This is an optimization exercise on Yosys and OpenROAD, whose aim is small area, a short achievable clock period and few clock cycles per item, not a production implementation.
Function was checked by simulation only, so behaviour that the tests miss may differ from the original.

==> flow/design.v, too long to show whole: its modules and the start of the top module <==
// module cva_cost_wta: 6896 lines
// module cva_fa: 10 lines
module cva_cost_wta (
    input  wire         clk,
    input  wire         rst,         
    input  wire         in_valid,
    output wire         in_ready,
    input  wire         in_last,
    input  wire [15:0]  in_d,
    input  wire [2:0]   in_c,        
    input  wire [16:0]  in_wq,       
    input  wire [287:0] in_lwin,
    input  wire [287:0] in_rwin,
    output reg          out_valid,
    output reg          out_last,
    output reg  [31:0]  out_cost,
    output reg  [15:0]  out_disp
);
  // ...
==> flow/flow/run.sh <==
#!/bin/bash
# Layout flow: the standard flow (standard.sh, all steps), with the
# input and output port buffers made of sky130_fd_sc_hd__buf_2 cells and
# the resizer's setup repair aiming for 14.5 ns of slack (a 5.5 ns path
# target; the clock and the constraints are the design's own).
# Each ORFS step writes its own log under orfs/logs/; the driver's own
# output goes to flow_run.log.
set -o pipefail
export BUFFER_PORTS_ARGS="-buffer_cell sky130_fd_sc_hd__buf_2"
export SETUP_SLACK_MARGIN=14.5
bash standard.sh > flow_run.log 2>&1
==> flow/standard.sh <==
#!/bin/bash
# synth_recipe.tcl (not shown) runs the flow's synth.tcl, then flattens the netlist and writes it again
# the make line also repeats each setting of config.mk as NAME=value (left out here)
make -C /OpenROAD-flow-scripts/flow DESIGN_CONFIG=/design/flow/config.mk WORK_HOME=/design/flow/orfs CLKGATE_MAP_FILE= SYNTH_SCRIPT=/design/flow/synth_recipe.tcl "${@:-finish}"
==> flow/config.mk <==
export PLATFORM = sky130hd
export DESIGN_NAME = cva_cost_wta
export DESIGN_NICKNAME = cva_cost_wta
export VERILOG_FILES = /design/flow/design.v
export SDC_FILE = /design/flow/constraint.sdc
export NUM_CORES = 4
export LEC_CHECK = 0
export CAP_MARGIN = 50
export CORE_MARGIN = 2
export CORE_UTILIZATION = 60
export PLACE_DENSITY = 0.7
export SLEW_MARGIN = 60
export SYNTH_HIERARCHICAL = 1
==> flow/constraint.sdc <==
create_clock -name core_clock -period 20.0 [get_ports {clk}]
set_input_delay 4.0000 -clock core_clock [delete_from_list [all_inputs] [get_ports {clk}]]
set_output_delay 4.0000 -clock core_clock [all_outputs]
set_load 0.01 [all_outputs]
==> reports/metrics.yaml, run 1 <==
final_layout:
  final_core_util: 0.675
  final-clk-cell-share: 0.0347
  seq_area_mm2: 0.0172
  multi_input_cells: 5730
  largest_class: "multi-input combinational cells"
  seq_cell_count: 830
  multi_input_area_share: 0.679
  drive_gt1_frac: 0.135
die:
  io_pins: 667
critical_path:
  crit_path_max_fanout: 4
  required_ps: 20520
  worstSetupEndpointType: "flop"
  cpMaxStageDelayCell: "fa_1"
  crit_start: "c520_q2"
  r2r_slack_ps: 14510
  cp_num_buf_inv: 1
min_path:
  hp-class: "reg2reg"
logic_synthesis:
  synthSimpleGateAreaFrac: 0.0903
  ys_seq_area_frac: 0.215
  synthAdderAreaFrac: 0.424
place:
  io_buffers: 665
  post_dp_cell_area_mm2: 0.0853
  placed_cells: 9665
clock_tree:
  h-tree-depth: 3
  postCtsSetupRepairBufs: 0
  insertion_delay_ps: 680
route:
  dr.pass1.iters: 5
  top_layer_used: "met5"
  wl_met3_um: 13000
global_route:
  grt_use_met2: 0.552
  grt-ovfl-total: 0
  use_met3: 0.0433
  grt_max_degree: 27
sta:
  setup_violations: 0
  slew_headroom: 0.588
status:
  status: "complete, no violations"
Testbench counts, summed over its fixed seeds: cycles 86,022, items 85,982.
==> inputs of run 2 (changes only) <==
--- a/flow/design.v
+++ b/flow/design.v
@@ -7,17 +7,17 @@
     input  wire [15:0]  in_d,
     input  wire [2:0]   in_c,        
     input  wire [16:0]  in_wq,       
     input  wire [287:0] in_lwin,
     input  wire [287:0] in_rwin,
     output reg          out_valid,
     output reg          out_last,
     output reg  [31:0]  out_cost,
-    output reg  [15:0]  out_disp
+    output wire [15:0]  out_disp
 );
     assign in_ready = 1'b1;
     reg [8:0] dr_0_0;
     reg [8:0] dr_0_1;
     reg [8:0] dr_0_2;
     reg [8:0] dr_0_3;
     reg [8:0] dr_1_0;
     reg [8:0] dr_1_1;
@@ -6871,24 +6871,23 @@
         c3568_q4 <= c3568;
         c3570_q4 <= c3570;
     end
     wire [31:0] cost  = {h3571_q4, s3569_q4, s3567_q4, s3565_q4, s3563_q4, s3561_q4, s3559_q4, s3557_q4, s3555_q4, s3553_q4, s3551_q4, s3549_q4, s3547_q4, s3545_q4, s3543_q4, s3541_q4, s3539_q4, s3537_q4, s3535_q4, s3533_q4, s3531_q4, s3529_q4, s3527_q4, s3525_q4, s3523_q4, s3521_q4, s3519_q4, s3517_q4, s3515_q4, p2833_q4, p2800_q4, p2799_q4} + {c3570_q4, c3568_q4, c3566_q4, c3564_q4, c3562_q4, c3560_q4, c3558_q4, c3556_q4, c3554_q4, c3552_q4, c3550_q4, c3548_q4, c3546_q4, c3544_q4, c3542_q4, c3540_q4, c3538_q4, c3536_q4, c3534_q4, c3532_q4, c3530_q4, c3528_q4, c3526_q4, c3524_q4, c3522_q4, c3520_q4, c3518_q4, c3516_q4, h3514_q4, h3513_q4, p2816_q4, 1'b0};
     wire        vE    = vP[4];
     wire        lastE = lastP[4];
     wire [15:0] dE    = dP4;
     reg         in_pixel;     
-    reg [15:0]  best_d;
+    reg [15:0]  best_d;       
     wire        take  = !in_pixel || (cost < best_cost);
-    wire [15:0] new_d = take ? dE : best_d;
+    assign out_disp = best_d;
     always @(posedge clk) begin
         out_valid <= rst ? 1'b0 : vE;
         out_last  <= lastE;
         out_cost  <= cost;
-        out_disp  <= new_d;
         if (rst)
             in_pixel <= 1'b0;
         else if (vE)
             in_pixel <= !lastE;
         if (vE && take) begin
             best_cost <= cost;
             best_d    <= dE;
         end
==> run 2 against run 1 <==
Still clean. Sequential share of layout area fell by 0.43 points. Utilization fell by 0.70 points. First-iteration DRC count fell by 2.8%. Clock skew rose by 27 ps. Setup slack improved by 130 ps. Critical path depth rose by 2. Synthesized cell count rose by 2.2%. Maximum frequency rose by 2.4%. Critical endpoint is now h2768_q2.
==> reports/metrics.yaml, run 2 <==
clock_tree:
  postCtsSetupRepairBufs: 0  # unchanged
  insertion_delay_ps: 720  # was 680 ps
  cts.clk_slew.worst_paths_ps: 70  # was 60 ps
  cts_resized: 0  # was 4
  h-tree-depth: 3  # unchanged
  cts_made_buffers: 86  # was 90
  cts_tree: "done"  # unchanged
  cts.sinks: 814  # was 830
  root_buffer: "clkbuf_16"  # unchanged
  clockBufferDepth: 3  # unchanged
logic_synthesis:
  synth_xor_area_frac: 0.126  # was 0.129
  synthSimpleGateAreaFrac: 0.0959  # was 0.0903
  synthAdderAreaFrac: 0.419  # was 0.424
  synth_area_leaders: "fa_1 27%, dfxtp_1 19%, ha_1 15%, xnor2_1 6.6%, xor2_1 6.0%"  # was fa_1 28%, dfxtp_1 20%, ha_1 15%, xnor2_1 7.4%, xor2_1 5.6%
  syn_area_mm2: 0.0804  # was 0.0795 mm^2
  synth.most_common_cell: "fa_1"  # unchanged
  synth_common_cells: "1,095 x fa_1, 943 x ha_1, 766 x dfxtp_1, 664 x inv_1, 604 x xnor2_1"  # was 1,095 x fa_1, 943 x ha_1, 782 x dfxtp_1, 672 x inv_1, 670 x xnor2_1
  synth_cells: 7490  # was 7,331
  async_flop_share: 0  # unchanged
  ys_types: 74  # was 69
  ys_seq_area_frac: 0.209  # was 0.215
  yosysWarnings: 7  # unchanged
  synth_top_cell_by_area: "fa_1"  # unchanged
  mappedNetlistNets: 10100  # was 9,985
  synth_seq_cells: 814  # was 830
  synthMuxAreaShare: 0.000513  # was 0.00296
  syn_area_per_cell_um2: 10.7  # was 10.8 um^2
  netlist.area_leader.share: 0.273  # was 0.276
  synth_flop_cell: "dfxtp_1"  # unchanged
  synth_top_family_by_area: "adder cells"  # unchanged
  synth_compound_area_frac: 0.112  # was 0.101
  synth_edf_count: 48  # unchanged
sta:
  final_max_slew_viol_count: 0  # unchanged
  setup_violations: 0  # unchanged
  hold_ws_ps: 310  # was 324 ps
  period_share: 0.268  # was 0.274
  tightest_slew_ps: 624  # was 617 ps
  worst_slack_ps: 14640  # was 14,510 ps
  setup_tns_ps: 0  # unchanged
  finalClockSkew_ps: 44.8  # was 17.7 ps
  hold_violations: 0  # unchanged
  slew_headroom: 0.584  # was 0.588
  fmax_mhz: 187  # was 182 MHz
  rsz0062_at_grt: "false"  # was true
  min_period_ps: 5360  # was 5490 ps
global_route:
  grt-ovfl-total: 0  # unchanged
  grt_max_degree: 49  # was 27
  grt_pass1_vias: 58600  # was 58.4k
  grt_pass1_wl_um: 333000  # was 335,000 um
  track_usage: 0.321  # was 0.326
  antenna_found_initial: 10  # was 4
die:
  io_pins: 667  # unchanged
  start_util: 0.603  # was 0.605
  die_width_um: 370  # was 368 um
  core_region_area_mm2: 0.133  # was 0.131 mm^2
  dieArea_mm2: 0.137  # was 0.135 mm^2
  rows: 134  # was 133
  fp.dieH_um: 370  # was 368 um
final_layout:
  layout_common_cells: "1,095 x fa_1, 943 x ha_1, 691 x dfxtp_1"  # was 1,090 x fa_1, 940 x ha_1, 704 x dfxtp_1
  area_growth_pct: 10.7  # was 11.7%
  drive_gt1_frac: 0.132  # was 0.135
  reg_top3: "best_cost x32, out_cost x32, wqA x17"  # unchanged
  fillCellCount: 10600  # was 10.3k
  mostFrequentLayoutCell: "fa_1"  # unchanged
  final_core_util: 0.668  # was 0.675
  finalNetCount: 10800  # was 10.7k
route:
  dr.pass1.iters: 7  # was 5
  drtIter0Drc: 3554  # was 3,657
  vias: 55500  # was 54.8k
  wire_per_inst_um: 21.8  # was 22.3 um
  via_per_inst: 5.57  # about the same
  drc: 0  # unchanged
  ant_nets: 0  # unchanged
  routed_wl_um: 217000  # was 219,000 um
critical_path:
  cp.arrival_ps: 5950  # was 6010 ps
  path_class: "reg2reg"  # unchanged
  r2r_slack_ps: 14640  # was 14,510 ps
  path_cells: "ha_1 > a21o_1 > a21oi_1 > o21bai_1 > a21oi_1 > a211oi_2 > a2111oi_2 > a21oi_2 > buf_4 > inv_1 > fa_1 > ha_1 > ha_1 > ha_1 > and2_1 > fa_1 > ha_1"  # was fa_1 > and2_4 > fa_2 > fa_1 > fa_2 > fa_1 > fa_1 > ha_4 > o21a_1 > o21ai_2 > o32ai_1 > o41a_1 > a221o_1 > buf_4 > xor2_1
  worstSetupEndpointType: "flop"  # unchanged
  required_ps: 20590  # was 20,520 ps
  crit_path_max_fanout: 9  # was 4
  cp-start-kind: "flop"  # unchanged
  cpMaxStageDelayCell: "dfxtp_1"  # was fa_1
  crit_top_cell: "ha_1"  # was fa_1
  cpPeakStageDelay_ps: 670  # was 570 ps
flow_run:
  max-cap-violations: 0  # unchanged
place:
  io_buffers: 665  # unchanged
  gp_congestion: 1.01  # was 1.00
  dp_slack_ps: 14050  # was 14,060 ps
  hpwl_um: 188000  # was 187,000 um
min_path:
  hp-class: "reg2reg"  # unchanged
status:
  status: "complete, no violations"  # unchanged
-- run 2: cell types whose count changed after synthesis, moves of 22 or more --
| cell | change |
|---|---|
| xnor2_1 | -66 |
| a2111oi_0 | -23 |
| nor3_1 | +27 |
| or3_1 | +25 |
| nand2_1 | +43 |
| a211oi_2 | +24 |
| nor2_1 | +39 |
| a2111oi_1 | -22 |
| a31o_2 | +26 |
| o21a_1 | -33 |
| xor2_1 | +48 |
-- run 2: layer usage --
layer,vias up,routed length [um],track usage
li1,26100,-,-
met1,27400,92300,0.425
met2,1651,106000,0.547
met3,374,11400,0.0389
met4,2,7920,0.105
met5,-,13,0
-- run 2: final timing paths --
| kind | from | endpoint | cells past startpoint |
|---|---|---|---|
| max | dr_5_0[1] | h2768_q2 | 17 |
| min | wqA_9_q2 | wqA_9_q3 | 0 |
| max reg2reg | dr_5_0[1] | h2768_q2 | 17 |
| min reg2reg | wqA_9_q2 | wqA_9_q3 | 0 |
-- run 2: worst max-delay path: cells and delay by family, from the launching register on --
family	cells	cell delay, ps
DFF	1	670
adders and majority gates	7	2470
buffers and inverters	2	340
AOI/OAI and AO/OA	7	1520
and+or+nand+nor	1	230
-- run 2: through the flow --
stage,instance area [um^2],std cells
5_1_grt,89100,9963
2_1_floorplan,80400,7490
3_3_place_gp,85500,9800
4_1_cts,89000,9962
6_report,89100,9964
3_5_place_dp,85900,9804
-- run 2: final cells by class --
class,instances,area (um^2),share of cell area
clock inverter,45,701,0.00787
clock buffer,113,2410,0.0271
timing repair buffer,678,3420,0.0384
tap,1768,2210,0.0248
inverter,664,2490,0.0280
antenna,2,5.00,0.0000562
sequential,814,16900,0.189
multi-input combinational,5880,60900,0.684
-- run 2: modules after synthesis (local to each module, per instance) --
module,times used,area [um^2],flops+latches,cells
cva_fa,1009,20.0,0,1
cva_cost_wta,1,60200,814,6481
-- run 2: timing repair --
item,CTS,global route
hold endpoints to repair,0,0
hold buffers,0,0
endpoints found under the setup margin,0,1
-- run 2: logic make-up (layout without fill, tap and decap cells) --
group	count (synthesis)	in the layout
compound gates	1267	1267
xor+xnor	1156	1156
fa+ha+maj	2038	2038
buf+inv	796	1500
flops	814	814
mux	4	4
other cells	1	3
simple gates	1414	1414
Testbench counts of run 2, summed over its fixed seeds: cycles 86,022, items 85,982.
==> inputs of run 3 (changes only) <==
--- a/flow/config.mk
+++ b/flow/config.mk
@@ -8,6 +8,8 @@
 export CAP_MARGIN = 50
 export CORE_MARGIN = 2
 export CORE_UTILIZATION = 60
+export CTS_BUF_LIST = sky130_fd_sc_hd__clkbuf_8
+export CTS_CLUSTER_SIZE = 20
 export PLACE_DENSITY = 0.7
 export SLEW_MARGIN = 60
 export SYNTH_HIERARCHICAL = 1
==> run 3 against run 2 <==
Still clean. Synthesized cell count unchanged. Maximum frequency down 0.97%. Design area down 0.14%. Count of clock-buffer cells in the layout up 51. Sequential share of layout area about the same. Critical endpoint is now out_disp[14].
==> reports/metrics.yaml, run 3 <==
logic_synthesis:
  synth_area_leaders: "fa_1 27%, dfxtp_1 19%, ha_1 15%, xnor2_1 6.6%, xor2_1 6.0%"  # unchanged
  ys_seq_area_frac: 0.209  # unchanged
  syn_area_mm2: 0.0804  # unchanged
  yosysWarnings: 7  # unchanged
  mappedNetlistNets: 10100  # unchanged
  async_flop_share: 0  # unchanged
  netlist.area_leader.share: 0.273  # unchanged
  synth_seq_cells: 814  # unchanged
  synth_flop_cell: "dfxtp_1"  # unchanged
  syn_area_per_cell_um2: 10.7  # unchanged
  synth.most_common_cell: "fa_1"  # unchanged
  synth_cells: 7490  # unchanged
  synth_edf_count: 48  # unchanged
  ys_types: 74  # unchanged
  synth_top_cell_by_area: "fa_1"  # unchanged
  synth_common_cells: "1,095 x fa_1, 943 x ha_1, 766 x dfxtp_1, 664 x inv_1, 604 x xnor2_1"  # unchanged
sta:
  period_share: 0.271  # was 0.268
  fmax_mhz: 185  # was 187 MHz
  setup_violations: 0  # unchanged
  final_max_slew_viol_count: 0  # unchanged
  hold_violations: 0  # unchanged
  min_period_ps: 5410  # was 5360 ps
  finalClockSkew_ps: 62.2  # was 44.8 ps
  tightest_slew_ps: 612  # was 624 ps
  rsz0062_at_grt: "true"  # was false
  worst_slack_ps: 14590  # was 14,640 ps
  slew_headroom: 0.589  # was 0.584
  setup_tns_ps: 0  # unchanged
critical_path:
  crit_path_max_fanout: 1  # was 9
  required_ps: 16000  # was 20,590 ps
  path_class: "reg2out"  # was reg2reg
  cp_num_buf_inv: 1  # was 2
  cpMaxStageDelayCell: "edfxtp_1"  # was dfxtp_1
  reg2reg_to: "h2768_q2"  # unchanged
  cp-start-kind: "flop"  # unchanged
  cpLargestDelayFamily: "flip-flops"  # was adder cells
  worstSetupEndpointType: "output pin"  # was flop
  cpPeakStageDelay_ps: 390  # was 670 ps
  rr_startpoint: "dr_5_0[1]"  # unchanged
  reg2regPathDepth: 17  # unchanged
  path_cells: "buf_2"  # was ha_1 > a21o_1 > a21oi_1 > o21bai_1 > a21oi_1 > a211oi_2 > a2111oi_2 > a21oi_2 > buf_4 > inv_1 > fa_1 > ha_1 > ha_1 > ha_1 > and2_1 > fa_1 > ha_1
  cp.arrival_ps: 1410  # was 5950 ps
  r2r_slack_ps: 14670  # was 14,640 ps
die:
  die_width_um: 370  # unchanged
  start_util: 0.603  # unchanged
  core_region_area_mm2: 0.133  # unchanged
  fp.dieH_um: 370  # unchanged
  io_pins: 667  # unchanged
  dieArea_mm2: 0.137  # unchanged
  rows: 134  # unchanged
route:
  routed_wl_um: 217000  # about the same
  wire_per_inst_um: 21.6  # was 21.8 um
  ant_nets: 0  # unchanged
  dr.pass1.iters: 6  # was 7
  drtIter0Drc: 3459  # was 3,554
  vias: 55800  # was 55.5k
  via_per_inst: 5.55  # was 5.57
  drc: 0  # unchanged
clock_tree:
  insertion_delay_ps: 900  # was 720 ps
  cts_made_buffers: 140  # was 86
  cts.sinks: 814  # unchanged
  clockBufferDepth: 3  # unchanged
  h-tree-depth: 4  # was 3
  cts_resized: 0  # unchanged
  root_buffer: "clkbuf_8"  # was clkbuf_16
  postCtsSetupRepairBufs: 0  # unchanged
  cts_tree: "done"  # unchanged
  cts_hold_buffers: 0  # unchanged
  cts.clk_slew.worst_paths_ps: 60  # was 70 ps
global_route:
  grt_pass1_vias: 58900  # was 58.6k
  grt_pass1_wl_um: 334000  # was 333,000 um
  grt-ovfl-total: 0  # unchanged
  antenna_found_initial: 11  # was 10
  track_usage: 0.322  # was 0.321
  grt_max_degree: 49  # unchanged
final_layout:
  mostFrequentLayoutCell: "fa_1"  # unchanged
  finalNetCount: 10800  # about the same
  layout_common_cells: "1,095 x fa_1, 943 x ha_1, 699 x inv_1"  # was 1,095 x fa_1, 943 x ha_1, 691 x dfxtp_1
  area_growth_pct: 10.6  # was 10.7%
  drive_gt1_frac: 0.139  # was 0.132
  reg_top3: "best_cost x32, out_cost x32, wqA x17"  # unchanged
min_path:
  hp-class: "reg2reg"  # unchanged
  hp-start: "wqA_6_q2"  # was wqA_9_q2
  hold_path_depth: 0  # unchanged
  hold_end: "wqA_6_q3"  # was wqA_9_q3
status:
  status: "complete, no violations"  # unchanged
place:
  gp_congestion: 1.01  # unchanged
  dp_slack_ps: 14050  # unchanged
  hpwl_um: 188000  # unchanged
  io_buffers: 665  # unchanged
flow_run:
  max-cap-violations: 0  # unchanged
-- run 3: cell counts after synthesis --
No cell type changed its count.
-- run 3: routing by layer --
| metal | routed length [um] | vias up | part of all wire | track usage |
|---|---|---|---|---|
| li1 | - | 26200 | - | - |
| met1 | 91900 | 27500 | 0.42 | 0.423 |
| met2 | 106000 | 1685 | 0.49 | 0.547 |
| met3 | 12200 | 394 | 0.056 | 0.0451 |
| met4 | 7760 | 2 | 0.036 | 0.111 |
| met5 | 16 | - | 0.000074 | 0 |
-- run 3: final cells by class --
cell class,instances,area (um^2)
Inverter,664,2490
Multi-Input combinational cell,5880,61000
Sequential cell,814,16900
Clock inverter,85,717
Antenna cell,7,17.5
Tap cell,1768,2210
Fill cell,10600,44400
Timing Repair Buffer,678,3420
Clock buffer,164,2260
-- run 3: Yosys stat by module, one instance, submodules excluded --
module | area, um^2 | cells
cva_cost_wta | 60200 | 6481
cva_fa | 20.0 | 1
-- run 3: worst max path at each step --
stage | from | end | cells past startpoint
after CTS | best_d[14] | out_disp[14] | 1
after floorplan | in_lwin[33] | dr_1_0[7] | 10
after global placement | in_rwin[25] | dr_0_3[7] | 11
final | best_d[14] | out_disp[14] | 1
after global routing | best_d[14] | out_disp[14] | 1
after detailed placement | in_rwin[25] | dr_0_3[7] | 11
-- run 3: cells by family (layout without fill, tap and decap cells) --
family / Yosys count / count (layout) / share of synthesized area
other: 1 / 8 / 0.0000466
DFF: 814 / 814 / 0.209
and+or+nand+nor: 1414 / 1414 / 0.0959
xor gates and xnor gates: 1156 / 1156 / 0.126
AOI/OAI and AO/OA: 1267 / 1267 / 0.112
adders and majority gates: 2038 / 2038 / 0.419
muxes: 4 / 4 / 0.000513
buffers and inverters: 796 / 1591 / 0.0374
-- run 3: through the flow --
step | hold slack [ps] | utilization | instance area [um^2] | std cells
2_1_floorplan | 310 | - | 80400 | 7490
3_3_place_gp | 311 | 0.642 | 85500 | 9800
3_5_place_dp | 312 | 0.644 | 85900 | 9804
4_1_cts | 296 | 0.666 | 88800 | 10100
5_1_grt | 302 | 0.667 | 88900 | 10100
6_report | 309 | 0.667 | 88900 | 10100
==> inputs of run 4 (changes only) <==
--- a/flow/config.mk
+++ b/flow/config.mk
@@ -7,9 +7,7 @@
 export LEC_CHECK = 0
 export CAP_MARGIN = 50
 export CORE_MARGIN = 2
-export CORE_UTILIZATION = 60
-export CTS_BUF_LIST = sky130_fd_sc_hd__clkbuf_8
-export CTS_CLUSTER_SIZE = 20
-export PLACE_DENSITY = 0.7
+export CORE_UTILIZATION = 65
+export PLACE_DENSITY = 0.8
 export SLEW_MARGIN = 60
 export SYNTH_HIERARCHICAL = 1
==> run 4 against run 3 <==
Largest cell class unchanged. Critical path depth increased by 13. Highest routed layer unchanged. Hold slack improved by 8.6 ps. Critical endpoint is now x2798_15_q3. Still clean on timing, DRC and antenna. Critical path type is now reg2reg.
==> reports/metrics.yaml, run 4 <==
status:
  status: "complete, no violations"  # unchanged
route:
  via_per_inst: 5.75  # was 5.55
  vias: 56500  # was 55.8k
  routed_wl_um: 219000  # was 217,000 um
  drc: 0  # unchanged
  wire_per_inst_um: 22.3  # was 21.6 um
  top_layer_used: "met5"  # unchanged
  wl_met2_um: 106000  # about the same
  ant_nets: 0  # unchanged
  drtIter0Drc: 4224  # was 3,459
  wl_met3_um: 14200  # was 12,200 um
  drt-met1-wl_um: 88000  # was 91,900 um
  dr.pass1.iters: 6  # unchanged
sta:
  final_max_slew_viol_count: 0  # unchanged
  min_period_ps: 5400  # was 5410 ps
  worst_slack_ps: 14610  # was 14,590 ps
  rsz0062_at_grt: "false"  # was true
  setup_violations: 0  # unchanged
  period_share: 0.270  # was 0.271
  fmax_mhz: 185  # about the same
  finalClockSkew_ps: 19.5  # was 62.2 ps
  hold_violations: 0  # unchanged
  slew_headroom: 0.582  # was 0.589
  setup_tns_ps: 0  # unchanged
  hold_ws_ps: 317  # was 309 ps
  tightest_slew_ps: 621  # was 612 ps
die:
  die_width_um: 356  # was 370 um
  start_util: 0.652  # was 0.603
  dieArea_mm2: 0.127  # was 0.137 mm^2
  rows: 129  # was 134
  core_region_area_mm2: 0.123  # was 0.133 mm^2
  io_pins: 667  # unchanged
  fp.dieH_um: 356  # was 370 um
global_route:
  antenna_found_initial: 10  # was 11
  grt_pass1_wl_um: 336000  # was 334,000 um
  grt-ovfl-total: 0  # unchanged
  track_usage: 0.349  # was 0.322
  grt_pass1_vias: 60200  # was 58.9k
  grt_max_degree: 49  # unchanged
clock_tree:
  cts.sinks: 814  # unchanged
  insertion_delay_ps: 690  # was 900 ps
  cts_tree: "done"  # unchanged
  cts_made_buffers: 85  # was 140
  clockBufferDepth: 3  # unchanged
  h-tree-depth: 3  # was 4
  root_buffer: "clkbuf_16"  # was clkbuf_8
  postCtsSetupRepairBufs: 0  # unchanged
  cts_resized: 0  # unchanged
  cts_hold_buffers: 0  # unchanged
  cts.clk_slew.worst_paths_ps: 70  # was 60 ps
logic_synthesis:
  yosysWarnings: 7  # unchanged
  netlist.area_leader.share: 0.273  # unchanged
  synth_top_family_by_area: "adder cells"  # unchanged
  ys_types: 74  # unchanged
  synth.most_common_cell: "fa_1"  # unchanged
  synthAdderAreaFrac: 0.419  # unchanged
  synth_top_cell_by_area: "fa_1"  # unchanged
  syn_area_mm2: 0.0804  # unchanged
  synth_seq_cells: 814  # unchanged
  synth_edf_count: 48  # unchanged
  syn_area_per_cell_um2: 10.7  # unchanged
  synth_common_cells: "1,095 x fa_1, 943 x ha_1, 766 x dfxtp_1, 664 x inv_1, 604 x xnor2_1"  # unchanged
  synthSimpleGateAreaFrac: 0.0959  # unchanged
  synth_compound_area_frac: 0.112  # unchanged
  ys_seq_area_frac: 0.209  # unchanged
  synth_xor_area_frac: 0.126  # unchanged
  synth_cells: 7490  # unchanged
  synthMuxAreaShare: 0.000513  # unchanged
  synth_flop_cell: "dfxtp_1"  # unchanged
  async_flop_share: 0  # unchanged
  synth_area_leaders: "fa_1 27%, dfxtp_1 19%, ha_1 15%, xnor2_1 6.6%, xor2_1 6.0%"  # unchanged
  mappedNetlistNets: 10100  # unchanged
critical_path:
  reg2reg_to: "x2798_15_q3"  # was h2768_q2
  cp_num_cells: 14  # was 1
  cpMaxStageDelayCell: "fa_1"  # was edfxtp_1
  rr_startpoint: "c2470_q2"  # was dr_5_0[1]
  r2r_slack_ps: 14610  # was 14,670 ps
  cp_num_buf_inv: 1  # unchanged
  cpLargestDelayFamily: "adder cells"  # was flip-flops
  cp-start-kind: "flop"  # unchanged
  worstSetupEndpointType: "flop"  # was output pin
  cpPeakStageDelay_ps: 610  # was 390 ps
  path_class: "reg2reg"  # was reg2out
  crit_path_max_fanout: 5  # was 1
  crit_top_cell: "fa_1"
  cp.arrival_ps: 5910  # was 1410 ps
  crit_start: "c2470_q2"  # was best_d[14]
  reg2regPathDepth: 14  # was 17
  path_cells: "fa_1 > fa_1 > inv_1 > fa_1 > fa_1 > fa_1 > fa_1 > ha_1 > or3_1 > o211ai_1 > o21ai_0 > nand3_1 > o21ai_0 > xnor2_1"  # was buf_2
  required_ps: 20520  # was 16,000 ps
final_layout:
  reg_top3: "best_cost x32, out_cost x32, wqA x17"  # unchanged
  fin_cells: 9831  # was 10.1k
  area_growth_pct: 10.3  # was 10.6%
  finalNetCount: 10800  # about the same
  layout_common_cells: "1,095 x fa_1, 943 x ha_1, 694 x dfxtp_1"  # was 1,095 x fa_1, 943 x ha_1, 699 x inv_1
  drive_gt1_frac: 0.131  # was 0.139
  mostFrequentLayoutCell: "fa_1"  # unchanged
place:
  io_buffers: 665  # unchanged
  placed_cells: 9674  # was 9,804
  hpwl_um: 185000  # was 188,000 um
  dp_slack_ps: 14070  # was 14,050 ps
  gp_congestion: 1.05  # was 1.01
min_path:
  hold_end: "wqA_12_q2"  # was wqA_6_q3
  hp-start: "wqA[12]"  # was wqA_6_q2
  hold_path_depth: 0  # unchanged
  hp-class: "reg2reg"  # unchanged
flow_run:
  max-cap-violations: 0  # unchanged
[run 4: Yosys stat by module (local to each module, per instance)]
module	copies in the design	cells inside	cell area, um^2	flops+latches
cva_cost_wta	1	6481	60200	814
cva_fa	1009	1	20.0	0
[run 4: worst reg2reg max path, stage by stage (launching register included)]
cell and delay, ps:
dfxtp_1 320, fa_1 490, fa_1 610, inv_1 90, fa_1 490, fa_1 400, fa_1 520, fa_1 410
ha_1 230, or3_1 370, o211ai_1 310, o21ai_0 260, nand3_1 160, o21ai_0 110, xnor2_1 440
[run 4: per-layer routing]
layer  global-route usage  vias up
met5                    0        -
met4                0.152        4
met3               0.0507      521
met2                0.597     2084
met1                0.441    27800
li1                     -    26100
[run 4: how the worst max path moves through the flow]
stage	slack [ps]	end
3_5_place_dp	14070	dr_2_3[7]
2_1_floorplan	14550	dr_1_0[7]
6_report	14610	x2798_15_q3
3_3_place_gp	14140	dr_2_3[7]
4_1_cts	14710	x2798_14_q3
5_1_grt	14520	x2798_15_q3
[run 4: area by class of cell]
| cell class | instances | area [um^2] |
|---|---|---|
| repair buffers | 679 | 3430 |
| inverters | 664 | 2490 |
| flip-flops and latches | 814 | 16900 |
| well taps | 1637 | 2050 |
| multi-input cells | 5880 | 60900 |
| clock buffers | 111 | 2370 |
| diodes | 1 | 2.50 |
| clock inverters | 45 | 551 |
| fillers | 8954 | 34600 |
[run 4: stage by stage]
step           area (um^2)  utilization
2_1_floorplan        80400            -
3_3_place_gp         85400        0.692
3_5_place_dp         85700        0.695
4_1_cts              88600        0.719
5_1_grt              88700        0.719
6_report             88700        0.719
[run 4: cells by family after synthesis]
logic type / Yosys count
DFF: 814
muxes: 4
and+or+nand+nor: 1414
AOI/OAI and AO/OA: 1267
other: 1
buffers and inverters: 796
xor gates and xnor gates: 1156
adders and majority gates: 2038
==> inputs of run 5 (changes only) <==
==> flow/flow/run.sh (replaced) <==
#!/bin/bash
# Layout flow: the standard flow (standard.sh, all steps), with the
# input and output port buffers made of sky130_fd_sc_hd__buf_2 cells and
# the resizer's setup repair aiming for 14.6 ns of slack (a 5.4 ns path
# target; the clock and the constraints are the design's own).
# Each ORFS step writes its own log under orfs/logs/; the driver's own
# output goes to flow_run.log.
set -o pipefail
export BUFFER_PORTS_ARGS="-buffer_cell sky130_fd_sc_hd__buf_2"
export SETUP_SLACK_MARGIN=14.6
bash standard.sh > flow_run.log 2>&1
--- a/flow/config.mk
+++ b/flow/config.mk
@@ -8,6 +8,8 @@
 export CAP_MARGIN = 50
 export CORE_MARGIN = 2
 export CORE_UTILIZATION = 65
+export CTS_BUF_LIST = sky130_fd_sc_hd__clkbuf_8
+export CTS_CLUSTER_SIZE = 20
 export PLACE_DENSITY = 0.8
 export SLEW_MARGIN = 60
 export SYNTH_HIERARCHICAL = 1
==> run 5 against run 4 <==
Sequential cell count unchanged. Final cell count is 0.99% higher. Utilization barely moved. Highest routed layer unchanged. Register-to-register slack improved by 130 ps. Die area did not move.
==> reports/metrics.yaml, run 5 <==
route:
  drc: 0  # unchanged
  dr.pass1.iters: 6  # unchanged
  ant_nets: 0  # unchanged
  drtIter0Drc: 4091  # was 4,224
  routed_wl_um: 218000  # was 219,000 um
  via_per_inst: 5.71  # was 5.75
  vias: 56700  # was 56.5k
  wire_per_inst_um: 22.0  # was 22.3 um
die:
  rows: 129  # unchanged
  start_util: 0.652  # unchanged
  dieArea_mm2: 0.127  # unchanged
  core_region_area_mm2: 0.123  # unchanged
  io_pins: 667  # unchanged
  die_width_um: 356  # unchanged
  fp.dieH_um: 356  # unchanged
logic_synthesis:
  syn_area_per_cell_um2: 10.7  # unchanged
  synth_area_leaders: "fa_1 27%, dfxtp_1 19%, ha_1 15%, xnor2_1 6.6%, xor2_1 6.0%"  # unchanged
  yosysWarnings: 7  # unchanged
  syn_area_mm2: 0.0804  # unchanged
  synth.most_common_cell: "fa_1"  # unchanged
  async_flop_share: 0  # unchanged
  synth_seq_cells: 814  # unchanged
  synth_cells: 7490  # unchanged
  synth_flop_cell: "dfxtp_1"  # unchanged
  netlist.area_leader.share: 0.273  # unchanged
  synth_common_cells: "1,095 x fa_1, 943 x ha_1, 766 x dfxtp_1, 664 x inv_1, 604 x xnor2_1"  # unchanged
  ys_types: 74  # unchanged
  ys_seq_area_frac: 0.209  # unchanged
  mappedNetlistNets: 10100  # unchanged
  synth_top_cell_by_area: "fa_1"  # unchanged
  synth_edf_count: 48  # unchanged
clock_tree:
  h-tree-depth: 4  # was 3
  cts_made_buffers: 136  # was 85
  cts.clk_slew.worst_paths_ps: 70  # about the same
  insertion_delay_ps: 900  # was 690 ps
  cts_tree: "done"  # unchanged
  clockBufferDepth: 3  # unchanged
  root_buffer: "clkbuf_8"  # was clkbuf_16
  cts.sinks: 814  # unchanged
critical_path:
  required_ps: 16000  # was 20,520 ps
  path_class: "reg2out"  # was reg2reg
  cpPeakStageDelay_ps: 360  # was 610 ps
  cp_num_buf_inv: 1  # unchanged
  cp-start-kind: "flop"  # unchanged
  crit_path_max_fanout: 1  # was 5
  cpMaxStageDelayCell: "edfxtp_1"  # was fa_1
  cpLargestDelayFamily: "flip-flops"  # was adder cells
  worstSetupEndpointType: "output pin"  # was flop
  path_cells: "buf_2"  # was fa_1 > fa_1 > inv_1 > fa_1 > fa_1 > fa_1 > fa_1 > ha_1 > or3_1 > o211ai_1 > o21ai_0 > nand3_1 > o21ai_0 > xnor2_1
  cp.arrival_ps: 1390  # was 5910 ps
global_route:
  grt_pass1_wl_um: 336000  # about the same
  grt_max_degree: 49  # unchanged
  grt-ovfl-total: 0  # unchanged
  antenna_found_initial: 17  # was 10
  track_usage: 0.350  # was 0.349
  grt_pass1_vias: 60400  # was 60.2k
sta:
  tightest_slew_ps: 670  # was 621 ps
  hold_violations: 0  # unchanged
  finalClockSkew_ps: 51.5  # was 19.5 ps
  slew_headroom: 0.548  # was 0.582
  hold_ws_ps: 321  # was 317 ps
  fmax_mhz: 186  # was 185 MHz
  min_period_ps: 5390  # was 5400 ps
  period_share: 0.269  # was 0.270
  setup_violations: 0  # unchanged
  rsz0062_at_grt: "true"  # was false
  setup_tns_ps: 0  # unchanged
  final_max_slew_viol_count: 0  # unchanged
final_layout:
  area_growth_pct: 10.3  # about the same
  drive_gt1_frac: 0.139  # was 0.131
  fillCellCount: 8992  # was 8,954
  reg_top3: "best_cost x32, out_cost x32, wqA x17"  # unchanged
  finalNetCount: 10800  # about the same
  layout_common_cells: "1,095 x fa_1, 943 x ha_1, 701 x inv_1"  # was 1,095 x fa_1, 943 x ha_1, 694 x dfxtp_1
  mostFrequentLayoutCell: "fa_1"  # unchanged
min_path:
  hp-class: "reg2reg"  # unchanged
flow_run:
  max-cap-violations: 0  # unchanged
place:
  hpwl_um: 186000  # was 185,000 um
  io_buffers: 665  # unchanged
  gp_congestion: 1.00  # was 1.05
status:
  status: "complete, no violations"  # unchanged
run 5: cell types whose count changed in the layout (fill, tap and decap cells not counted), sizes merged:
cell / before / now
inv: 671 / 710
clkdlybuf4s15: 1 / 0
diode: 1 / 6
clkinv: 23 / 29
buf: 678 / 684
bufinv: 8 / 9
clkbuf: 111 / 155
clkinvlp: 7 / 4
run 5: modules after synthesis, one instance, submodules excluded:
| module | copies in the design | cell area [um^2] | cells | flops+latches |
|---|---|---|---|---|
| cva_cost_wta | 1 | 60200 | 6481 | 814 |
| cva_fa | 1009 | 20.0 | 1 | 0 |
run 5: area by class of cell:
class | instances | area, um^2 | area share
Multi-Input combinational cell | 5880 | 60900 | 0.687
Sequential cell | 814 | 16900 | 0.190
Timing Repair Buffer | 684 | 3490 | 0.0393
Inverter | 664 | 2490 | 0.0281
Clock buffer | 155 | 2130 | 0.0240
Tap cell | 1637 | 2050 | 0.0231
Clock inverter | 88 | 723 | 0.00815
Antenna cell | 6 | 15.0 | 0.000169
run 5: timing repair:
item | in CTS | in global routing
buffers inserted | 0 | 7
setup endpoints to repair | 20 | 21
resized for setup | 8 | 4
pin swaps | 0 | 2
hold buffers | 0 | 0
run 5: kinds of logic (layout without fill, tap and decap cells):
family | count (synthesis) | count (layout) | synth area share
flops | 814 | 814 | 0.209
mux | 4 | 4 | 0.000513
simple gates | 1414 | 1414 | 0.0959
buf+inv | 796 | 1591 | 0.0374
compound gates | 1267 | 1267 | 0.112
fa+ha+maj | 2038 | 2038 | 0.419
other cells | 1 | 7 | 0.0000466
xor+xnor | 1156 | 1156 | 0.126
run 5: path summary, 6_finish.rpt:
kind,startpoint,endpoint,slack (ps),cells after the start
hold reg to reg,wqA[15],wqA_15_q2,320,0
setup / recovery,best_d[2],out_disp[2],14610,1
hold / removal,wqA[15],wqA_15_q2,320,0
setup reg to reg,c2478_q2,x2798_14_q3,14740,14
run 5: metrics by stage:
stage               setup WS (ps)  std cells   util  area (um^2)
finish                      14610       9928  0.719        88700
global route                14530       9925  0.719        88700
CTS                         14530       9915  0.718        88600
detailed placement          14200       9672  0.695        85700
global placement            14290       9668  0.692        85400
floorplan                   14600       7490      -        80400
run 5: routing by layer:
| layer | routed length [um] | share of wire | vias up | GRT usage |
|---|---|---|---|---|
| met5 | 30 | 0.00014 | - | 0 |
| met4 | 10800 | 0.050 | 4 | 0.158 |
| met3 | 14200 | 0.065 | 502 | 0.0592 |
| met2 | 105000 | 0.48 | 2008 | 0.588 |
| met1 | 88300 | 0.40 | 28000 | 0.444 |
| li1 | - | - | 26200 | - |
==> inputs of run 6 (changes only) <==
--- a/flow/config.mk
+++ b/flow/config.mk
@@ -5,11 +5,11 @@
 export SDC_FILE = /design/flow/constraint.sdc
 export NUM_CORES = 4
 export LEC_CHECK = 0
-export CAP_MARGIN = 50
+export CAP_MARGIN = 20
 export CORE_MARGIN = 2
 export CORE_UTILIZATION = 65
 export CTS_BUF_LIST = sky130_fd_sc_hd__clkbuf_8
 export CTS_CLUSTER_SIZE = 20
 export PLACE_DENSITY = 0.8
-export SLEW_MARGIN = 60
+export SLEW_MARGIN = 20
 export SYNTH_HIERARCHICAL = 1
==> run 6 against run 5 <==
Die area did not move. Clock skew increased by 6.7 ps. Critical path depth is the same. Final cell count barely moved.
==> reports/metrics.yaml, run 6 <==
status:
  status: "complete, no violations"  # unchanged
global_route:
  grt_max_degree: 49  # unchanged
  track_usage: 0.351  # was 0.350
  grt_pass1_vias: 60300  # was 60.4k
  grt_pass1_wl_um: 336000  # about the same
  grt-ovfl-total: 0  # unchanged
  antenna_found_initial: 15  # was 17
sta:
  finalClockSkew_ps: 58.2  # was 51.5 ps
  final_max_slew_viol_count: 0  # unchanged
  setup_tns_ps: 0  # unchanged
  rsz0062_at_grt: "true"  # unchanged
  slew_headroom: 0.246  # was 0.548
  tightest_slew_ps: 1130  # was 670 ps
  setup_violations: 0  # unchanged
  min_period_ps: 5440  # was 5390 ps
  hold_violations: 0  # unchanged
  period_share: 0.272  # was 0.269
  fmax_mhz: 184  # was 186 MHz
clock_tree:
  postCtsSetupRepairBufs: 0  # unchanged
  insertion_delay_ps: 910  # was 900 ps
  cts.sinks: 814  # unchanged
  cts.clk_slew.worst_paths_ps: 70  # about the same
  h-tree-depth: 4  # unchanged
  clockBufferDepth: 3  # unchanged
  root_buffer: "clkbuf_8"  # unchanged
  cts_tree: "done"  # unchanged
  cts_made_buffers: 139  # was 136
  cts_hold_buffers: 0  # unchanged
critical_path:
  worstSetupEndpointType: "output pin"  # unchanged
  reg2reg_to: "s2515_q2"  # was x2798_14_q3
  path_class: "reg2out"  # unchanged
  cpPeakStageDelay_ps: 390  # was 360 ps
  cpMaxStageDelayCell: "edfxtp_1"  # unchanged
  cp_num_buf_inv: 1  # unchanged
  path_cells: "buf_2"  # unchanged
  crit_path_max_fanout: 1  # unchanged
  required_ps: 16000  # about the same
  cp.arrival_ps: 1440  # was 1390 ps
  cp-start-kind: "flop"  # unchanged
  cpLargestDelayFamily: "flip-flops"  # unchanged
  reg2regPathDepth: 10  # was 14
  rr_startpoint: "dr_1_3[8]"  # was c2478_q2
  r2r_slack_ps: 14720  # was 14,740 ps
route:
  wire_per_inst_um: 22.1  # was 22.0 um
  ant_nets: 0  # unchanged
  dr.pass1.iters: 6  # unchanged
  drtIter0Drc: 3996  # was 4,091
  routed_wl_um: 219000  # was 218,000 um
  via_per_inst: 5.71  # about the same
  vias: 56700  # about the same
  drc: 0  # unchanged
min_path:
  hold_end: "wqA_9_q3"  # was wqA_15_q2
  hp-class: "reg2reg"  # unchanged
  hp-start: "wqA_9_q2"  # was wqA[15]
  hold_path_depth: 0  # unchanged
final_layout:
  finalNetCount: 10800  # about the same
  reg_top3: "best_cost x32, out_cost x32, wqA x17"  # unchanged
  area_growth_pct: 10.1  # was 10.3%
  layout_common_cells: "1,095 x fa_1, 943 x ha_1, 756 x dfxtp_1"  # was 1,095 x fa_1, 943 x ha_1, 701 x inv_1
  fin_cells: 9925  # was 9,928
  drive_gt1_frac: 0.131  # was 0.139
  mostFrequentLayoutCell: "fa_1"  # unchanged
die:
  core_region_area_mm2: 0.123  # unchanged
  fp.dieH_um: 356  # unchanged
  start_util: 0.652  # unchanged
  rows: 129  # unchanged
  dieArea_mm2: 0.127  # unchanged
  io_pins: 667  # unchanged
  die_width_um: 356  # unchanged
logic_synthesis:
  async_flop_share: 0  # unchanged
  mappedNetlistNets: 10100  # unchanged
  synth.most_common_cell: "fa_1"  # unchanged
  synth_area_leaders: "fa_1 27%, dfxtp_1 19%, ha_1 15%, xnor2_1 6.6%, xor2_1 6.0%"  # unchanged
  synth_flop_cell: "dfxtp_1"  # unchanged
  synth_seq_cells: 814  # unchanged
  ys_types: 74  # unchanged
  netlist.area_leader.share: 0.273  # unchanged
  syn_area_per_cell_um2: 10.7  # unchanged
  synth_common_cells: "1,095 x fa_1, 943 x ha_1, 766 x dfxtp_1, 664 x inv_1, 604 x xnor2_1"  # unchanged
  ys_seq_area_frac: 0.209  # unchanged
  synth_edf_count: 48  # unchanged
  synth_cells: 7490  # unchanged
  yosysWarnings: 7  # unchanged
  synth_top_cell_by_area: "fa_1"  # unchanged
  syn_area_mm2: 0.0804  # unchanged
place:
  gp_congestion: 1.00  # unchanged
  hpwl_um: 186000  # about the same
  io_buffers: 665  # unchanged
  placed_cells: 9668  # was 9,672
flow_run:
  max-cap-violations: 0  # unchanged
## run 6: layout make-up
type                            instances  area, um^2
Sequential cell                       814       16800
Antenna cell                            4        10.0
Tap cell                             1637        2050
Inverter                              664        2490
Timing Repair Buffer                  674        3410
Clock buffer                          168        2310
Fill cell                            9015       34800
Multi-Input combinational cell       5880       60700
Clock inverter                         84         744
## run 6: how the worst max path moves through the flow
stage                 startpoint      endpoint  slack [ps]  depth (start not counted)
finish                best_d[15]  out_disp[15]       14560                          1
global route             c496_q2   x2798_14_q3       14500                         14
global placement      in_lwin[0]     dr_0_0[8]       14290                         11
floorplan             in_lwin[0]     dr_0_0[8]       14600                         10
CTS                   best_d[15]  out_disp[15]       14480                          1
detailed placement  in_rwin[209]     dr_6_2[7]       14240                         11
## run 6: routing by layer
metal  share of wire  global-route usage  vias to the layer above
met1            0.41               0.448                    28000
li1                -                   -                    26200
met2            0.48               0.592                     2026
met4           0.048               0.151                        6
met3           0.064              0.0548                      506
met5         0.00020                   0                        -
## run 6: modules after synthesis, one instance, submodules excluded
| module | cells inside | times used |
|---|---|---|
| cva_fa | 1 | 1009 |
| cva_cost_wta | 6481 | 1 |
## run 6: cell families after synthesis
family,after synthesis,synth area share
adder cells (fa/ha/maj),2038,0.419
AND/OR/NAND/NOR,1414,0.0959
AO/OA/AOI/OAI,1267,0.112
XOR/XNOR,1156,0.126
flip-flops,814,0.209
buffers and inverters,796,0.0374
multiplexers,4,0.000513
other,1,0.0000466
## run 6: timing repair
| action | in CTS | in global routing |
|---|---|---|
| resized for setup | 7 | 16 |
| pin swaps | 0 | 1 |
| setup endpoints to repair | 23 | 30 |
## run 6: per-stage QoR
stage / hold slack, ps / worst slack [ps] / util / area, um^2
3_3_place_gp: 310 / 14290 / 0.692 / 85400
2_1_floorplan: 310 / 14600 / - / 80400
6_report: 306 / 14560 / 0.718 / 88500
5_1_grt: 318 / 14500 / 0.718 / 88500
3_5_place_dp: 312 / 14240 / 0.692 / 85400
4_1_cts: 298 / 14480 / 0.717 / 88400
==> inputs of run 7 (changes only) <==
==> flow/config.mk (replaced) <==
export PLATFORM = sky130hd
export DESIGN_NAME = cva_cost_wta
export DESIGN_NICKNAME = cva_cost_wta
export VERILOG_FILES = /design/flow/design.v
export SDC_FILE = /design/flow/constraint.sdc
export NUM_CORES = 4
export LEC_CHECK = 0
export CAP_MARGIN = 50
export CORE_MARGIN = 2
export CORE_UTILIZATION = 70
export CTS_BUF_LIST = sky130_fd_sc_hd__clkbuf_8
export CTS_CLUSTER_SIZE = 20
export PLACE_DENSITY = 0.85
export SLEW_MARGIN = 60
export SYNTH_HIERARCHICAL = 1
==> run 7 against run 6 <==
Still clean on timing, DRC and antenna. Register-to-register slack lost 110 ps. Sequential share of layout area hardly changed. First-iteration DRC count grew 6.7%. Wire length rose by 2.1%. Global-route usage up 3.4 points. Critical path depth rose by 13. Critical path type is now reg2reg.
==> reports/metrics.yaml, run 7 <==
flow_run:
  max-cap-violations: 0  # unchanged
critical_path:
  crit_path_max_fanout: 4  # was 1
  cp.arrival_ps: 6040  # was 1440 ps
  r2r_slack_ps: 14610  # was 14,720 ps
  cpPeakStageDelay_ps: 610  # was 390 ps
  cp-start-kind: "flop"  # unchanged
  path_cells: "fa_1 > fa_1 > inv_1 > fa_1 > fa_1 > fa_1 > fa_1 > ha_1 > a21o_1 > a21o_1 > a21o_1 > a31oi_1 > o21ai_1 > o311ai_2"  # was buf_2
  reg2regPathDepth: 14  # was 10
  cpMaxStageDelayCell: "fa_1"  # was edfxtp_1
  crit_top_cell: "fa_1"
  worstSetupEndpointType: "flop"  # was output pin
  reg2reg_to: "x2798_14_q3"  # was s2515_q2
  crit_start: "c2478_q2"  # was best_d[15]
  rr_startpoint: "c2478_q2"  # was dr_1_3[8]
  path_class: "reg2reg"  # was reg2out
  required_ps: 20650  # was 16,000 ps
sta:
  rsz0062_at_grt: "true"  # unchanged
  finalClockSkew_ps: 55.9  # was 58.2 ps
  setup_tns_ps: 0  # unchanged
  fmax_mhz: 186  # was 184 MHz
  hold_violations: 0  # unchanged
  min_period_ps: 5390  # was 5440 ps
  setup_violations: 0  # unchanged
  period_share: 0.269  # was 0.272
  slew_headroom: 0.585  # was 0.246
  final_max_slew_viol_count: 0  # unchanged
  tightest_slew_ps: 616  # was 1130 ps
place:
  io_buffers: 665  # unchanged
  hpwl_um: 188000  # was 186,000 um
  gp_congestion: 1.02  # was 1.00
final_layout:
  drive_gt1_frac: 0.139  # was 0.131
  finalNetCount: 10800  # about the same
  mostFrequentLayoutCell: "fa_1"  # unchanged
  reg_top3: "best_cost x32, out_cost x32, wqA x17"  # unchanged
  layout_common_cells: "1,095 x fa_1, 942 x ha_1, 705 x inv_1"  # was 1,095 x fa_1, 943 x ha_1, 756 x dfxtp_1
  area_growth_pct: 10.4  # was 10.1%
global_route:
  antenna_found_initial: 19  # was 15
  grt_max_degree: 49  # unchanged
  grt-ovfl-total: 0  # unchanged
  track_usage: 0.385  # was 0.351
  grt_pass1_vias: 61700  # was 60.3k
  grt_pass1_wl_um: 343000  # was 336,000 um
route:
  vias: 57900  # was 56.7k
  drc: 0  # unchanged
  ant_nets: 0  # unchanged
  routed_wl_um: 224000  # was 219,000 um
  via_per_inst: 5.90  # was 5.71
  drtIter0Drc: 4264  # was 3,996
  dr.pass1.iters: 5  # was 6
  wire_per_inst_um: 22.8  # was 22.1 um
clock_tree:
  root_buffer: "clkbuf_8"  # unchanged
  cts_made_buffers: 140  # was 139
  cts.sinks: 814  # unchanged
  postCtsSetupRepairBufs: 0  # unchanged
  h-tree-depth: 4  # unchanged
  cts.clk_slew.worst_paths_ps: 60  # was 70 ps
  insertion_delay_ps: 850  # was 910 ps
  clockBufferDepth: 3  # unchanged
  cts_tree: "done"  # unchanged
die:
  start_util: 0.704  # was 0.652
  rows: 124  # was 129
  core_region_area_mm2: 0.114  # was 0.123 mm^2
  dieArea_mm2: 0.118  # was 0.127 mm^2
  fp.dieH_um: 343  # was 356 um
  die_width_um: 343  # was 356 um
  io_pins: 667  # unchanged
logic_synthesis:
  synth_top_cell_by_area: "fa_1"  # unchanged
  mappedNetlistNets: 10100  # unchanged
  syn_area_per_cell_um2: 10.7  # unchanged
  synth.most_common_cell: "fa_1"  # unchanged
  ys_types: 74  # unchanged
  synth_common_cells: "1,095 x fa_1, 943 x ha_1, 766 x dfxtp_1, 664 x inv_1, 604 x xnor2_1"  # unchanged
  async_flop_share: 0  # unchanged
  syn_area_mm2: 0.0804  # unchanged
  ys_seq_area_frac: 0.209  # unchanged
  synth_flop_cell: "dfxtp_1"  # unchanged
  yosysWarnings: 7  # unchanged
  synth_seq_cells: 814  # unchanged
  synth_area_leaders: "fa_1 27%, dfxtp_1 19%, ha_1 15%, xnor2_1 6.6%, xor2_1 6.0%"  # unchanged
  synth_cells: 7490  # unchanged
  synth_edf_count: 48  # unchanged
  netlist.area_leader.share: 0.273  # unchanged
min_path:
  hp-class: "reg2reg"  # unchanged
  hp-start: "wqA_9_q2"  # unchanged
  hold_path_depth: 0  # unchanged
  hold_end: "wqA_9_q3"  # unchanged
status:
  status: "complete, no violations"  # unchanged
[run 7: cell counts after synthesis]
Identical to the previous run, type by type.
[run 7: metrics by stage]
step | instances | setup WS (ps) | utilization | hold WS (ps) | cell area [um^2]
final | 9814 | 14610 | 0.777 | 315 | 88800
after global routing | 9814 | 14470 | 0.777 | 319 | 88800
after CTS | 9803 | 14570 | 0.776 | 311 | 88600
after detailed placement | 9548 | 14120 | 0.749 | 312 | 85500
after global placement | 9544 | 14250 | 0.746 | 310 | 85200
after floorplan | 7490 | 14600 | - | 310 | 80400
[run 7: area by class of cell]
cell class                 instances  area [um^2]
fill                            7556        25400
inverter                         664         2490
sequential                       814        16900
antenna                           11         27.5
tap                             1512         1890
clock buffer                     168         2310
timing repair buffer             678         3430
clock inverter                    87          788
multi-input combinational       5880        61000
[run 7: critical path, delay by kind of cell (launching register included)]
family,cells,cell delay (ps)
adders and majority gates,7,3290
AOI/OAI and AO/OA,6,1480
DFF,1,320
buffers and inverters,1,90
[run 7: how the worst max path moves through the flow]
| stage | slack (ps) | cells after the start | end |
|---|---|---|---|
| global placement | 14250 | 11 | dr_8_1[7] |
| detailed placement | 14120 | 11 | dr_1_3[8] |
| floorplan | 14600 | 10 | dr_0_0[8] |
| global route | 14470 | 14 | x2798_14_q3 |
| finish | 14610 | 14 | x2798_14_q3 |
| CTS | 14570 | 1 | out_disp[12] |
[run 7: layer usage]
layer / vias up / track usage / share of wire
met5: - / 0 / 0.00024
met4: 8 / 0.176 / 0.049
met3: 635 / 0.0705 / 0.075
met2: 2396 / 0.651 / 0.48
met1: 28700 / 0.481 / 0.39
li1: 26200 / - / -
[run 7: Yosys stat by module, one instance, submodules excluded]
module | copies in the design | cells
cva_fa | 1009 | 1
cva_cost_wta | 1 | 6481
[run 7: cell families after synthesis]
kind of cell	share of synthesized area
buffers and inverters	0.0374
and+or+nand+nor	0.0959
DFF	0.209
other	0.0000466
adders and majority gates	0.419
AOI/OAI and AO/OA	0.112
xor gates and xnor gates	0.126
muxes	0.000513
[run 7: what timing repair did]
| item | 4_1_cts | 5_1_grt |
|---|---|---|
| endpoints found under the setup margin | 7 | 11 |
| gates resized for setup | 2 | 8 |
| pin swaps | 0 | 1 |
| hold buffers | 0 | 0 |
==> inputs of run 8 (changes only) <==
--- a/flow/config.mk
+++ b/flow/config.mk
@@ -7,9 +7,9 @@
 export LEC_CHECK = 0
 export CAP_MARGIN = 50
 export CORE_MARGIN = 2
-export CORE_UTILIZATION = 70
-export CTS_BUF_LIST = sky130_fd_sc_hd__clkbuf_8
-export CTS_CLUSTER_SIZE = 20
-export PLACE_DENSITY = 0.85
+export CORE_UTILIZATION = 65
+export CTS_BUF_LIST = sky130_fd_sc_hd__clkbuf_16
+export CTS_CLUSTER_SIZE = 40
+export PLACE_DENSITY = 0.8
 export SLEW_MARGIN = 60
 export SYNTH_HIERARCHICAL = 1
==> run 8 against run 7 <==
Clock skew decreased by 24 ps. Non-clock buffer count is 6 higher. Utilization shrank 5.7 points. Wire length is 2.1% lower. Final cell count rose by 0.31%. Maximum frequency rose by 2.0%. Hold slack is essentially flat. Design area about the same. Critical path depth up 2. Synthesized cell count unchanged. Highest routed layer unchanged.
==> reports/metrics.yaml, run 8 <==
final_layout:
  stdcell_area_mm2: 0.0888  # about the same
  fin_cells: 9844  # was 9,814
  multi_input_area_mm2: 0.0609  # was 0.0610 mm^2
  finalNetCount: 10800  # about the same
  layout_common_cells: "1,095 x fa_1, 943 x ha_1, 692 x dfxtp_1"  # was 1,095 x fa_1, 942 x ha_1, 705 x inv_1
  fillCellCount: 8983  # was 7,556
  mostFrequentLayoutCell: "fa_1"  # unchanged
  drive_gt1_frac: 0.133  # was 0.139
  reg_top3: "best_cost x32, out_cost x32, wqA x17"  # unchanged
  seq_area_mm2: 0.0169  # about the same
  area_growth_pct: 10.4  # about the same
place:
  io_buffers: 665  # unchanged
  placed_cells: 9672  # was 9,548
  post_dp_cell_area_mm2: 0.0857  # was 0.0855 mm^2
  hpwl_um: 186000  # was 188,000 um
  gp_congestion: 1.00  # was 1.02
logic_synthesis:
  synth_area_leaders: "fa_1 27%, dfxtp_1 19%, ha_1 15%, xnor2_1 6.6%, xor2_1 6.0%"  # unchanged
  syn_area_per_cell_um2: 10.7  # unchanged
  synth_common_cells: "1,095 x fa_1, 943 x ha_1, 766 x dfxtp_1, 664 x inv_1, 604 x xnor2_1"  # unchanged
  synth_top_cell_by_area: "fa_1"  # unchanged
  ys_seq_area_frac: 0.209  # unchanged
  async_flop_share: 0  # unchanged
  synth_flop_cell: "dfxtp_1"  # unchanged
  ys_types: 74  # unchanged
  mappedNetlistNets: 10100  # unchanged
  synth_seq_cells: 814  # unchanged
  syn_area_mm2: 0.0804  # unchanged
  yosysWarnings: 7  # unchanged
  synth.most_common_cell: "fa_1"  # unchanged
  synth_cells: 7490  # unchanged
  synth_edf_count: 48  # unchanged
  netlist.area_leader.share: 0.273  # unchanged
clock_tree:
  cts.sinks: 814  # unchanged
  cts.clk_slew.worst_paths_ps: 70  # was 60 ps
  root_buffer: "clkbuf_16"  # was clkbuf_8
  clockBufferDepth: 3  # unchanged
  cts_hold_buffers: 0  # unchanged
  cts_made_buffers: 87  # was 140
  insertion_delay_ps: 690  # was 850 ps
  h-tree-depth: 3  # was 4
  cts_tree: "done"  # unchanged
min_path:
  hold_end: "wqA_12_q3"  # was wqA_9_q3
  hold_path_depth: 0  # unchanged
  hp-start: "wqA_12_q2"  # was wqA_9_q2
  hp-class: "reg2reg"  # unchanged
sta:
  hold_violations: 0  # unchanged
  period_share: 0.264  # was 0.269
  rsz0062_at_grt: "true"  # unchanged
  setup_tns_ps: 0  # unchanged
  setup_violations: 0  # unchanged
  fmax_mhz: 189  # was 186 MHz
  finalClockSkew_ps: 32.4  # was 55.9 ps
  final_max_slew_viol_count: 0  # unchanged
  slew_headroom: 0.567  # was 0.585
  tightest_slew_ps: 643  # was 616 ps
  hold_ws_ps: 316  # was 315 ps
  min_period_ps: 5280  # was 5390 ps
die:
  start_util: 0.652  # was 0.704
  io_pins: 667  # unchanged
  fp.dieH_um: 356  # was 343 um
  rows: 129  # was 124
  dieArea_mm2: 0.127  # was 0.118 mm^2
  die_width_um: 356  # was 343 um
  core_region_area_mm2: 0.123  # was 0.114 mm^2
critical_path:
  reg2reg_to: "h2768_q2"  # was x2798_14_q3
  path_cells: "ha_1 > a21o_1 > a21oi_2 > nor2b_1 > o21a_1 > o31a_1 > a2111oi_4 > a21oi_4 > inv_1 > fa_1 > ha_1 > ha_1 > ha_1 > and2_1 > fa_1 > ha_1"  # was fa_1 > fa_1 > inv_1 > fa_1 > fa_1 > fa_1 > fa_1 > ha_1 > a21o_1 > a21o_1 > a21o_1 > a31oi_1 > o21ai_1 > o311ai_2
  cp.arrival_ps: 5850  # was 6040 ps
  cp-start-kind: "flop"  # unchanged
  crit_top_cell: "ha_1"  # was fa_1
  crit_path_max_fanout: 9  # was 4
  required_ps: 20570  # was 20,650 ps
  reg2regPathDepth: 16  # was 14
  r2r_slack_ps: 14720  # was 14,610 ps
  cpMaxStageDelayCell: "dfxtp_1"  # was fa_1
  rr_startpoint: "dr_7_0[1]"  # was c2478_q2
  cpPeakStageDelay_ps: 650  # was 610 ps
  path_class: "reg2reg"  # unchanged
  worstSetupEndpointType: "flop"  # unchanged
global_route:
  grt_pass1_wl_um: 337000  # was 343,000 um
  track_usage: 0.350  # was 0.385
  grt-ovfl-total: 0  # unchanged
  antenna_found_initial: 16  # was 19
  grt_max_degree: 49  # unchanged
  grt_pass1_vias: 60200  # was 61.7k
route:
  drtIter0Drc: 4213  # was 4,264
  dr.pass1.iters: 7  # was 5
  via_per_inst: 5.74  # was 5.90
  drc: 0  # unchanged
  ant_nets: 0  # unchanged
  wire_per_inst_um: 22.2  # was 22.8 um
  routed_wl_um: 219000  # was 224,000 um
  vias: 56500  # was 57.9k
status:
  status: "complete, no violations"  # unchanged
flow_run:
  max-cap-violations: 0  # unchanged
[run 8: cell counts after synthesis]
Identical to the previous run, type by type.
[run 8: logic make-up after synthesis]
logic type,count (synthesis),synth area share
compound gates,1267,0.112
mux,4,0.000513
xor+xnor,1156,0.126
flops,814,0.209
fa+ha+maj,2038,0.419
other cells,1,0.0000466
buf+inv,796,0.0374
simple gates,1414,0.0959
[run 8: metal layers]
| layer | wire length (um) | up-vias | global-route usage |
|---|---|---|---|
| li1 | - | 26100 | - |
| met2 | 105000 | 1955 | 0.590 |
| met3 | 14000 | 510 | 0.0521 |
| met5 | 70 | - | 0 |
| met1 | 88400 | 28000 | 0.445 |
| met4 | 11200 | 10 | 0.161 |
[run 8: area by class of cell]
type                    instances  area share
multi-input cells            5880       0.686
flip-flops and latches        814       0.190
repair buffers                684      0.0390
inverters                     664      0.0281
clock buffers                  88      0.0248
well taps                    1637      0.0231
clock inverters                74     0.00858
diodes                          3   0.0000846
[run 8: critical path, delay by kind of cell, from the launching register on]
family	cells	cell delay (ps)
adders and majority gates	7	2500
buffers and inverters	1	110
DFF	1	650
AOI/OAI and AO/OA	6	1540
and+or+nand+nor	2	350
[run 8: metrics by stage]
stage / util / setup WS, ps
detailed placement: 0.695 / 14200
global placement: 0.692 / 14290
floorplan: - / 14600
CTS: 0.719 / 14680
global route: 0.720 / 14580
finish: 0.720 / 14720
[run 8: repair_timing]
action | 4_1_cts | 5_1_grt
buffers inserted | 0 | 7
gates resized for setup | 0 | 3
hold endpoints to repair | 0 | 0
endpoints found under the setup margin | 0 | 4
[run 8: worst max-delay path by stage]
stage	endpoint	from	slack, ps
2_1_floorplan	dr_0_0[8]	in_lwin[0]	14600
3_3_place_gp	dr_0_0[8]	in_lwin[0]	14290
3_5_place_dp	dr_6_2[7]	in_rwin[209]	14200
4_1_cts	h2768_q2	dr_5_0[1]	14680
5_1_grt	x2798_14_q3	c496_q2	14580
6_report	h2768_q2	dr_7_0[1]	14720
[run 8: Yosys stat by module, one instance, submodules excluded]
module | cells inside | cell area [um^2] | flip-flops and latches
cva_fa | 1 | 20.0 | 0
cva_cost_wta | 6481 | 60200 | 814

==> separate check: timing with driven ports <==
The results above use ideal ports. As a check the final layouts listed here were re-extracted and re-timed, cells and wires unchanged. Step 1 sets driving cells, clkbuf_16 on the clock port and buf_2 on the other inputs (assumed; they add their load-dependent delay and slew). Step 2, shift: input delay + t, output delay - t, t = (earliest + latest rising clock arrival at the registers) / 2. This alone moves slack from input paths to output paths. Three values: no drivers, after step 1, after step 2; two values: the first two.
run	t, ns	slack for setup (ns)	worst hold slack (ns)	latest minus earliest clock arrival (ns)
run 1	0.760	14.511 / 14.511 / 14.051	0.324 / 0.324 / 0.324	0.019 / 0.019
run 2	0.784	14.642 / 14.642 / 14.067	0.310 / 0.310 / 0.310	0.045 / 0.045
run 3	0.953	14.589 / 14.507 / 14.077	0.309 / 0.309 / 0.309	0.063 / 0.063
run 4	0.769	14.605 / 14.605 / 13.987	0.317 / 0.317 / 0.317	0.024 / 0.024
run 5	0.952	14.614 / 14.536 / 14.167	0.321 / 0.321 / 0.321	0.052 / 0.053
run 6	0.968	14.557 / 14.475 / 14.183	0.306 / 0.306 / 0.306	0.061 / 0.061
run 7	0.900	14.610 / 14.542 / 14.132	0.315 / 0.315 / 0.315	0.064 / 0.064
run 8	0.758	14.717 / 14.693 / 14.137	0.316 / 0.316 / 0.316	0.034 / 0.033
After both steps every run listed still meets setup and hold. The setup slack of run 4, which loses most, moves by 0.000 ns with the drivers and by -0.618 ns with both steps.
